Background: an optimization exercise with open tools, aiming at small area and few clock cycles. Do not read the settings as production practice. Function not checked in this run: the RTL went through the layout flow alone. Power is estimated from default activity; no workload was simulated.

`flow/config.mk`:
```
export PLATFORM = sky130hd
export DESIGN_NAME = cart_stream
export DESIGN_NICKNAME = cart_stream
export VERILOG_FILES = /design/flow/design.v
export SDC_FILE = /design/flow/constraint.sdc
export NUM_CORES = 4
export LEC_CHECK = 0
export CAP_MARGIN = 20
export CORE_MARGIN = 2
export CORE_UTILIZATION = 40
export SLEW_MARGIN = 20
```
`flow/constraint.sdc`:
```
create_clock -name core_clock -period 8.0 [get_ports {clk}]
set_input_delay 1.6000 -clock core_clock [delete_from_list [all_inputs] [get_ports {clk}]]
set_output_delay 1.6000 -clock core_clock [all_outputs]
set_load 0.01 [all_outputs]
```
`flow/design.v`:
```
module cart_stream (
    input  wire        clk,
    input  wire        rst,
    input  wire        op_valid,
    output wire        op_ready,
    input  wire [1:0]  op_code,
    input  wire [31:0] op_arg,
    output wire        a_valid,
    input  wire        a_ready,
    output reg  [7:0]  a_data,
    output wire        b_valid,
    input  wire        b_ready,
    output reg  [7:0]  b_data,
    input  wire        sa_valid,
    input  wire [7:0]  sa_data,
    input  wire        sb_valid,
    input  wire [7:0]  sb_data,
    output reg         w_valid,
    output reg  [15:0] w_data
);
    localparam [1:0] OP_SETUP   = 2'd0;    
    localparam [1:0] OP_RESET   = 2'd1;    
    localparam [1:0] OP_SETADDR = 2'd2;    
    localparam [1:0] OP_READROM = 2'd3;    
    localparam [7:0] A_SET_LO  = 8'h80;
    localparam [7:0] A_SET_HI  = 8'h82;
    localparam [7:0] A_READ_HI = 8'h83;
    localparam [7:0] A_SET_DIV = 8'h86;
    localparam [7:0] A_WAIT_HI = 8'h88;
    localparam [7:0] A_WAIT_L  = 8'h8F;
    localparam [7:0] CS_A      = 8'h08;
    localparam [7:0] RD_A      = 8'h10;
    localparam [7:0] ALEL_A    = 8'h20;
    localparam [7:0] ALEH_A    = 8'h40;
    localparam [7:0] RST_A     = 8'h80;
    localparam [7:0] IDLE_A    = 8'h98;
    localparam [7:0] DIR_A     = 8'hF8;
    localparam [7:0] RD_B      = 8'h10;
    localparam [7:0] IDLE_B    = 8'h10;
    localparam [7:0] DIR_B     = 8'h10;
    localparam [15:0] DIV_CART = 16'd2;
    localparam [15:0] WL_SETTLE = 16'd2;      
    localparam [15:0] WL_RESET  = 16'd2500;   
    reg        busy_a, busy_b;
    reg [1:0]  op;
    reg [31:0] arg;
    assign op_ready = !busy_a && !busy_b;
    wire   op_take  = op_valid && op_ready;
    reg [4:0] step_a;
    reg [7:0] rep_a;
    reg       last_a;      
    reg       final_a;     
    wire       half_a = rep_a[0];                        
    wire [7:0] ale_a  = half_a ? ALEL_A : ALEH_A;
    wire [7:0] lo_v   = half_a ? arg[7:0] : arg[23:16];
    always @* begin
        a_data  = 8'h00;
        last_a  = 1'b0;
        final_a = 1'b0;
        case (op)
            OP_SETUP: begin
                final_a = 1'b1;
                case (step_a)
                    5'd0: a_data = A_SET_DIV;
                    5'd1: a_data = DIV_CART[7:0];
                    5'd2: a_data = DIV_CART[15:8];
                    5'd3: a_data = A_SET_LO;
                    5'd4: a_data = IDLE_A;
                    5'd5: a_data = DIR_A;
                    5'd6: a_data = A_SET_HI;
                    5'd7: a_data = 8'h00;
                    default: begin a_data = 8'h00; last_a = 1'b1; end
                endcase
            end
            OP_RESET: begin
                final_a = 1'b1;
                case (step_a)
                    5'd0: a_data = A_SET_LO;
                    5'd1: a_data = IDLE_A ^ RST_A;
                    5'd2: a_data = DIR_A;
                    5'd3: a_data = A_WAIT_L;
                    5'd4: a_data = WL_RESET[7:0];
                    5'd5: a_data = WL_RESET[15:8];
                    5'd6: a_data = A_SET_LO;
                    5'd7: a_data = IDLE_A;
                    default: begin a_data = DIR_A; last_a = 1'b1; end
                endcase
            end
            OP_SETADDR: begin
                if (rep_a == 8'd2) begin
                    final_a = 1'b1;
                    case (step_a)
                        5'd0: a_data = A_SET_HI;
                        5'd1: a_data = 8'h00;
                        default: begin a_data = 8'h00; last_a = 1'b1; end
                    endcase
                end else begin
                    case (step_a)
                        5'd0:  a_data = A_SET_LO;
                        5'd1:  a_data = IDLE_A ^ CS_A;
                        5'd2:  a_data = DIR_A;
                        5'd3:  a_data = A_SET_HI;
                        5'd4:  a_data = lo_v;
                        5'd5:  a_data = 8'hFF;
                        5'd6:  a_data = A_SET_LO;
                        5'd7:  a_data = IDLE_A;
                        5'd8:  a_data = DIR_A;
                        5'd9:  a_data = A_SET_LO;
                        5'd10: a_data = IDLE_A ^ ale_a ^ CS_A;
                        5'd11: a_data = DIR_A;
                        5'd12: a_data = A_SET_LO;
                        5'd13: a_data = IDLE_A ^ ale_a;
                        5'd14: a_data = DIR_A;
                        5'd15: a_data = A_SET_LO;
                        5'd16: a_data = IDLE_A ^ ale_a ^ CS_A;
                        5'd17: a_data = DIR_A;
                        5'd18: a_data = A_WAIT_L;
                        5'd19: a_data = WL_SETTLE[7:0];
                        5'd20: a_data = WL_SETTLE[15:8];
                        5'd21: a_data = A_SET_LO;
                        5'd22: a_data = IDLE_A ^ ale_a;
                        5'd23: a_data = DIR_A;
                        5'd24: a_data = A_SET_LO;
                        5'd25: a_data = IDLE_A ^ CS_A;
                        5'd26: a_data = DIR_A;
                        5'd27: a_data = A_SET_LO;
                        5'd28: a_data = IDLE_A;
                        default: begin a_data = DIR_A; last_a = 1'b1; end
                    endcase
                end
            end
            default: begin  
                final_a = (rep_a == 8'd255);
                case (step_a)
                    5'd0:  a_data = A_SET_LO;
                    5'd1:  a_data = IDLE_A ^ CS_A;
                    5'd2:  a_data = DIR_A;
                    5'd3:  a_data = A_SET_LO;
                    5'd4:  a_data = IDLE_A ^ CS_A ^ RD_A;
                    5'd5:  a_data = DIR_A;
                    5'd6:  a_data = A_WAIT_L;
                    5'd7:  a_data = WL_SETTLE[7:0];
                    5'd8:  a_data = WL_SETTLE[15:8];
                    5'd9:  a_data = A_READ_HI;
                    5'd10: a_data = A_SET_LO;
                    5'd11: a_data = IDLE_A ^ CS_A;
                    5'd12: a_data = DIR_A;
                    5'd13: a_data = A_SET_LO;
                    5'd14: a_data = IDLE_A;
                    default: begin a_data = DIR_A; last_a = 1'b1; end
                endcase
            end
        endcase
    end
    assign a_valid = busy_a;
    reg [4:0] step_b;
    reg [7:0] rep_b;
    reg       last_b;
    reg       final_b;
    wire [7:0] hi_v = rep_b[0] ? arg[15:8] : arg[31:24];
    always @* begin
        b_data  = 8'h00;
        last_b  = 1'b0;
        final_b = 1'b0;
        case (op)
            OP_SETUP: begin
                final_b = 1'b1;
                case (step_b)
                    5'd0: b_data = A_SET_DIV;
                    5'd1: b_data = DIV_CART[7:0];
                    5'd2: b_data = DIV_CART[15:8];
                    5'd3: b_data = A_SET_LO;
                    5'd4: b_data = IDLE_B;
                    5'd5: b_data = DIR_B;
                    5'd6: b_data = A_SET_HI;
                    5'd7: b_data = 8'h00;
                    default: begin b_data = 8'h00; last_b = 1'b1; end
                endcase
            end
            OP_SETADDR: begin
                if (rep_b == 8'd2) begin
                    final_b = 1'b1;
                    case (step_b)
                        5'd0: b_data = A_SET_HI;
                        5'd1: b_data = 8'h00;
                        default: begin b_data = 8'h00; last_b = 1'b1; end
                    endcase
                end else begin
                    case (step_b)
                        5'd0: b_data = A_WAIT_HI;           
                        5'd1: b_data = A_SET_HI;
                        5'd2: b_data = hi_v;
                        5'd3: b_data = 8'hFF;
                        5'd4: b_data = A_WAIT_HI;           
                        5'd5: b_data = A_WAIT_HI;           
                        5'd6: b_data = A_WAIT_L;
                        5'd7: b_data = WL_SETTLE[7:0];
                        5'd8: b_data = WL_SETTLE[15:8];
                        default: begin b_data = A_WAIT_HI; last_b = 1'b1; end   
                    endcase
                end
            end
            default: begin  
                final_b = (rep_b == 8'd255);
                case (step_b)
                    5'd0: b_data = A_WAIT_HI;
                    5'd1: b_data = A_SET_LO;
                    5'd2: b_data = IDLE_B ^ RD_B;
                    5'd3: b_data = DIR_B;
                    5'd4: b_data = A_WAIT_L;
                    5'd5: b_data = WL_SETTLE[7:0];
                    5'd6: b_data = WL_SETTLE[15:8];
                    5'd7: b_data = A_READ_HI;
                    5'd8: b_data = A_SET_LO;
                    5'd9: b_data = IDLE_B;
                    default: begin b_data = DIR_B; last_b = 1'b1; end
                endcase
            end
        endcase
    end
    assign b_valid = busy_b;
    always @(posedge clk) begin
        if (rst) begin
            busy_a <= 1'b0;
            busy_b <= 1'b0;
            op     <= 2'd0;
            arg    <= 32'd0;
            step_a <= 5'd0;
            rep_a  <= 8'd0;
            step_b <= 5'd0;
            rep_b  <= 8'd0;
        end else begin
            if (op_take) begin
                op     <= op_code;
                arg    <= op_arg;
                busy_a <= 1'b1;
                busy_b <= (op_code != OP_RESET);
                step_a <= 5'd0;
                rep_a  <= 8'd0;
                step_b <= 5'd0;
                rep_b  <= 8'd0;
            end
            if (busy_a && a_ready) begin
                if (!last_a) begin
                    step_a <= step_a + 5'd1;
                end else begin
                    step_a <= 5'd0;
                    rep_a  <= rep_a + 8'd1;
                    if (final_a) busy_a <= 1'b0;
                end
            end
            if (busy_b && b_ready) begin
                if (!last_b) begin
                    step_b <= step_b + 5'd1;
                end else begin
                    step_b <= 5'd0;
                    rep_b  <= rep_b + 8'd1;
                    if (final_b) busy_b <= 1'b0;
                end
            end
        end
    end
    reg [7:0] fifo_a [0:255];
    reg [7:0] fifo_b [0:255];
    reg [7:0] wr_a, rd_a, wr_b, rd_b;
    reg [8:0] cnt_a, cnt_b;
    wire       have_a = (cnt_a != 9'd0) || sa_valid;
    wire       have_b = (cnt_b != 9'd0) || sb_valid;
    wire       pair   = have_a && have_b;
    wire [7:0] head_a = (cnt_a != 9'd0) ? fifo_a[rd_a] : sa_data;
    wire [7:0] head_b = (cnt_b != 9'd0) ? fifo_b[rd_b] : sb_data;
    wire push_a = sa_valid && !(pair && cnt_a == 9'd0);
    wire push_b = sb_valid && !(pair && cnt_b == 9'd0);
    wire pop_a  = pair && (cnt_a != 9'd0);
    wire pop_b  = pair && (cnt_b != 9'd0);
    always @(posedge clk) begin
        if (push_a) fifo_a[wr_a] <= sa_data;
        if (push_b) fifo_b[wr_b] <= sb_data;
    end
    always @(posedge clk) begin
        if (rst) begin
            wr_a    <= 8'd0;
            rd_a    <= 8'd0;
            cnt_a   <= 9'd0;
            wr_b    <= 8'd0;
            rd_b    <= 8'd0;
            cnt_b   <= 9'd0;
            w_valid <= 1'b0;
            w_data  <= 16'd0;
        end else begin
            if (push_a) wr_a <= wr_a + 8'd1;
            if (pop_a)  rd_a <= rd_a + 8'd1;
            cnt_a <= cnt_a + {8'd0, push_a} - {8'd0, pop_a};
            if (push_b) wr_b <= wr_b + 8'd1;
            if (pop_b)  rd_b <= rd_b + 8'd1;
            cnt_b <= cnt_b + {8'd0, push_b} - {8'd0, pop_b};
            w_valid <= pair;
            if (pair) w_data <= {head_b, head_a};
        end
    end
endmodule
```
`flow/run.sh`:
```
#!/bin/bash
# synth_recipe.tcl (not shown) runs the flow's synth.tcl, then flattens the netlist and writes it again
# the make line also repeats each setting of config.mk as NAME=value (left out here)
make -C /OpenROAD-flow-scripts/flow DESIGN_CONFIG=/design/flow/config.mk WORK_HOME=/design/flow/orfs CLKGATE_MAP_FILE= SYNTH_SCRIPT=/design/flow/synth_recipe.tcl finish
```
==> qor.yml <==
min_path:
  hold_path_end: "arg[0]"
  worstHoldPathType: "flip-flop to flip-flop"
  min-delay-start: "arg[0]"
  hold_depth: 2
power:
  p_leak_uw: 0.0573
  intPower_uw: 41700
  sw_frac_of_total: 0.274
  irDropWorstVdd_mv: 0.234
  powerDensity_mw_per_mm2: 304
  seqPwrFrac: 0.437
  pwr-share-clk: 0.352
  comb_power_share: 0.210
  p_total_uw: 57500
  p_sw_uw: 15700
routing:
  drc: 0
  ant_nets: 0
  finalWirelength_mm: 452
  avgViaCountPerCell: 5.93
  routedWlPerCell_um: 31.5
  dr.pass1.iters: 8
  dr_total_vias: 85152
  dr.first_iter.drc_count: 11797
critical_path:
  arrival_ns: 5.07
  path_max_fanout: 21
  setup.worst_path.end_class: "output port"
  r2r_cells: 10
  critical_path_class: "flip-flop to output port"
  startpoint_type: "flip-flop"
  r2r_slack_ns: 3.46
  crit_required_ns: 6.40
  r2r-end: "fifo_b[208][7]"
  r2r-start: "cnt_a[2]"
floorplanning:
  start_util: 0.402
  die_height_um: 652
  die_w_um: 652
  dieArea_sq_mm: 0.425
  core_region_area_sq_mm: 0.417
  rows: 237
  io_pins: 93
clocking:
  clkSinkCount: 4273
  cts_setup_buffers: 0
  holdBufCountCts: 0
  cts_made_buffers: 427
  path_clk_slew_ns: 0.06
  clock_path_buffers: 4
  h-tree-depth: 5
  ctsRootBufferMaster: "clkbuf_16"
  ctsResizeCount: 0
  clk_latency_ns: 1.01
  cts_tree: "yes"
layout:
  mostFrequentLayoutCell: "edfxtp_1"
  layout_common_cells: "edfxtp_1, mux4_2, nor2_1"
  layout.nets: 8617
  area_growth_syn_to_layout_pct: 12.6
  drive_gt1_frac: 0.222
timing:
  finalMaxSlewViolations: 0
  rsz0062_at_grt: "false"
  clock_skew_ns: 0.107
  worst_pin_slew_ns: 1.25
  setup-tns-final_ns: 0
  fin_crit_sh: 0.834
  setup_violations: 0
  slew_headroom: 0.148
  hold_viol_final: 0
  fin_crit_ns: 6.67
  fmax_mhz: 150
synthesis:
  synth_seq_cells: 4273
  avgSynthCellArea_sq_um: 20.3
  synth_top_flop_cell: "edfxtp_1"
  synth_seq_area_share: 0.754
  ys_async_sr_fraction: 0
  synth_edf_count: 4096
  synth_fp_nets: 8404
  synthCells: 8286
  netlist_area_sq_mm: 0.168
  ys_warn_count: 1
  synth.distinct_cells: 94
grt:
  use_met3: 0.0446
  grt_pass1_vias: 85384
  grt_max_degree: 174
  overflow: 0
  antenna_found_initial: 10
  grt.total_usage: 0.209
  grt_use_met1: 0.295
  grt-busiest-layer: "met2"
  use_met2: 0.322
  grt_pass1_wl_mm: 645
placed_design:
  gp_congestion: 0.904
  place_hpwl_mm: 276
  placement.io_buffers: 92
flow_run:
  max_cap_violations: 0
outcome:
  status: "complete, no violations"
## synthesized netlist by cell type (11+ instances only)
| cell | number | area, sq um |
|---|---|---|
| a2111oi_0 | 16 | 140 |
| a211oi_1 | 43 | 323 |
| a21o_1 | 12 | 90.1 |
| a21oi_1 | 181 | 906 |
| a221oi_1 | 27 | 236 |
| a22o_1 | 29 | 254 |
| a22oi_1 | 108 | 811 |
| a31oi_1 | 26 | 163 |
| and2_1 | 37 | 231 |
| and3_1 | 28 | 175 |
| buf_1 | 35 | 131 |
| buf_2 | 122 | 611 |
| buf_4 | 82 | 616 |
| buf_6 | 47 | 529 |
| clkbuf_1 | 187 | 702 |
| dfxtp_1 | 177 | 3540 |
| edfxtp_1 | 4096 | 123000 |
| ha_1 | 59 | 738 |
| inv_1 | 49 | 184 |
| mux2_2 | 44 | 495 |
| mux2i_1 | 203 | 2030 |
| mux4_2 | 1047 | 23600 |
| nand2_1 | 276 | 1040 |
| nand2b_1 | 27 | 169 |
| nand3_1 | 82 | 410 |
| nand3b_1 | 17 | 128 |
| nand4_1 | 20 | 125 |
| nor2_1 | 672 | 2520 |
| nor2b_1 | 53 | 332 |
| nor3_1 | 56 | 280 |
| nor4_1 | 28 | 175 |
| o211ai_1 | 16 | 120 |
| o21ai_0 | 77 | 385 |
| o21bai_1 | 11 | 82.6 |
| o221ai_1 | 13 | 114 |
| o22ai_1 | 71 | 444 |
| xnor2_1 | 21 | 184 |
| xor2_1 | 24 | 210 |
## critical path, cell delays in order (launching register included)
cell and delay, ns:
dfxtp_1 0.76, clkinv_1 0.45, ha_1 0.33, nor4_1 0.48
nor4b_1 0.45, o21bai_1 0.22, o21ai_0 0.14, a31oi_1 0.62
clkdlybuf4s50_1 0.67
## metrics by stage
step / instances / setup slack (ns) / hold WS, ns / utilization / cell area, sq um
6_report: 14366 / 1.33 / 0.454 / 0.453 / 189000
5_1_grt: 14360 / 0.803 / 0.479 / 0.453 / 189000
4_1_cts: 14359 / 1.13 / 0.455 / 0.453 / 189000
3_5_place_dp: 13567 / 2.21 / 0.444 / 0.419 / 175000
3_3_place_gp: 13566 / 2.31 / 0.444 / 0.419 / 175000
2_1_floorplan: 8286 / 3.57 / 0.433 / - / 168000
## layout make-up
cell class              instances  area (sq um)
clock buffers                 530         11300
multi-input cells            3480         38500
flip-flops and latches       4273        127000
inverters                      53           203
repair buffers                264          2620
well taps                    5497          6880
diodes                          7          17.5
clock inverters               262          2920
fillers                     34349        228000
## worst max-delay path by stage
stage                    from        end  slack (ns)  cells after the start
floorplan            sa_valid   cnt_b[8]        3.57                     15
global placement    step_a[4]  a_data[6]        2.31                      8
detailed placement  step_a[4]  a_data[6]        2.21                      8
CTS                 step_a[4]  a_data[6]        1.13                      8
global route        step_a[4]  a_data[6]        0.80                      8
finish              step_a[4]  a_data[6]        1.33                      8
## power groups by stage
stage / sequential [uW] / clock, uW / combinational [uW]
3_3_place_gp: 25600 / 0 / 12100
5_1_grt: 25100 / 21300 / 12700
4_1_cts: 25100 / 20500 / 12200
3_5_place_dp: 25600 / 0 / 12100
2_1_floorplan: 25200 / 0 / 8820
6_report: 25100 / 20300 / 12100
## cells by family (layout without fill, tap and decap cells)
kind of cell	after synthesis	count (layout)	share of synthesized area
compound gates	718	718	0.0291
buf+inv	533	1109	0.0172
other cells	0	7	0
fa+ha+maj	61	61	0.00464
simple gates	1355	1355	0.0361
xor+xnor	45	45	0.00235
mux	1301	1301	0.157
flops	4273	4273	0.754
## registers in the layout, summed over array words and instances (netlist names), named ones only
signal,flops
busy_a,1
rd_a,8
fifo_a,2048
arg,32
w_data,16
rep_a,8
rd_b,8
fifo_b,2048
cnt_a,9
op,2
rep_b,8
wr_a,8
busy_b,1
cnt_b,9
w_valid,1
step_a,5
wr_b,8
step_b,5
## routing by layer
| metal | vias to the layer above | share of wire |
|---|---|---|
| met5 | - | 0 |
| met4 | 0 | 0.037 |
| met3 | 790 | 0.099 |
| met2 | 4979 | 0.46 |
| met1 | 44804 | 0.40 |
| li1 | 34579 | - |

[afterwards: timing with drivers on the ports]
In the flow no input, the clock included, has a driving cell. The finished layout below was timed again as built, in two steps.
Step 1 (the two cells are an assumption about what drives the block):
set clk [get_ports {clk}]
set_driving_cell -lib_cell sky130_fd_sc_hd__clkbuf_16 $clk
set_driving_cell -lib_cell sky130_fd_sc_hd__buf_2 [delete_from_list [all_inputs] $clk]
Step 2 moves the port delays by t, midway between the first and last clock arrival at a register: inputs arrive t later, outputs are due t later. That takes back most of the time a late clock gives input paths.
a / b / c = ideal ports / drivers / drivers and shift; a / b = the first two.
t (ns): 1.071
setup WS [ns]: 1.327 / 1.219 / 2.185
worst hold slack (ns): 0.454 / 0.454 / 0.454
pins driven straight from the clock port: 1
After both steps this run still meets setup and hold. For this run, drivers alone change the setup slack by -0.108 ns; drivers and shift together by +0.858 ns.
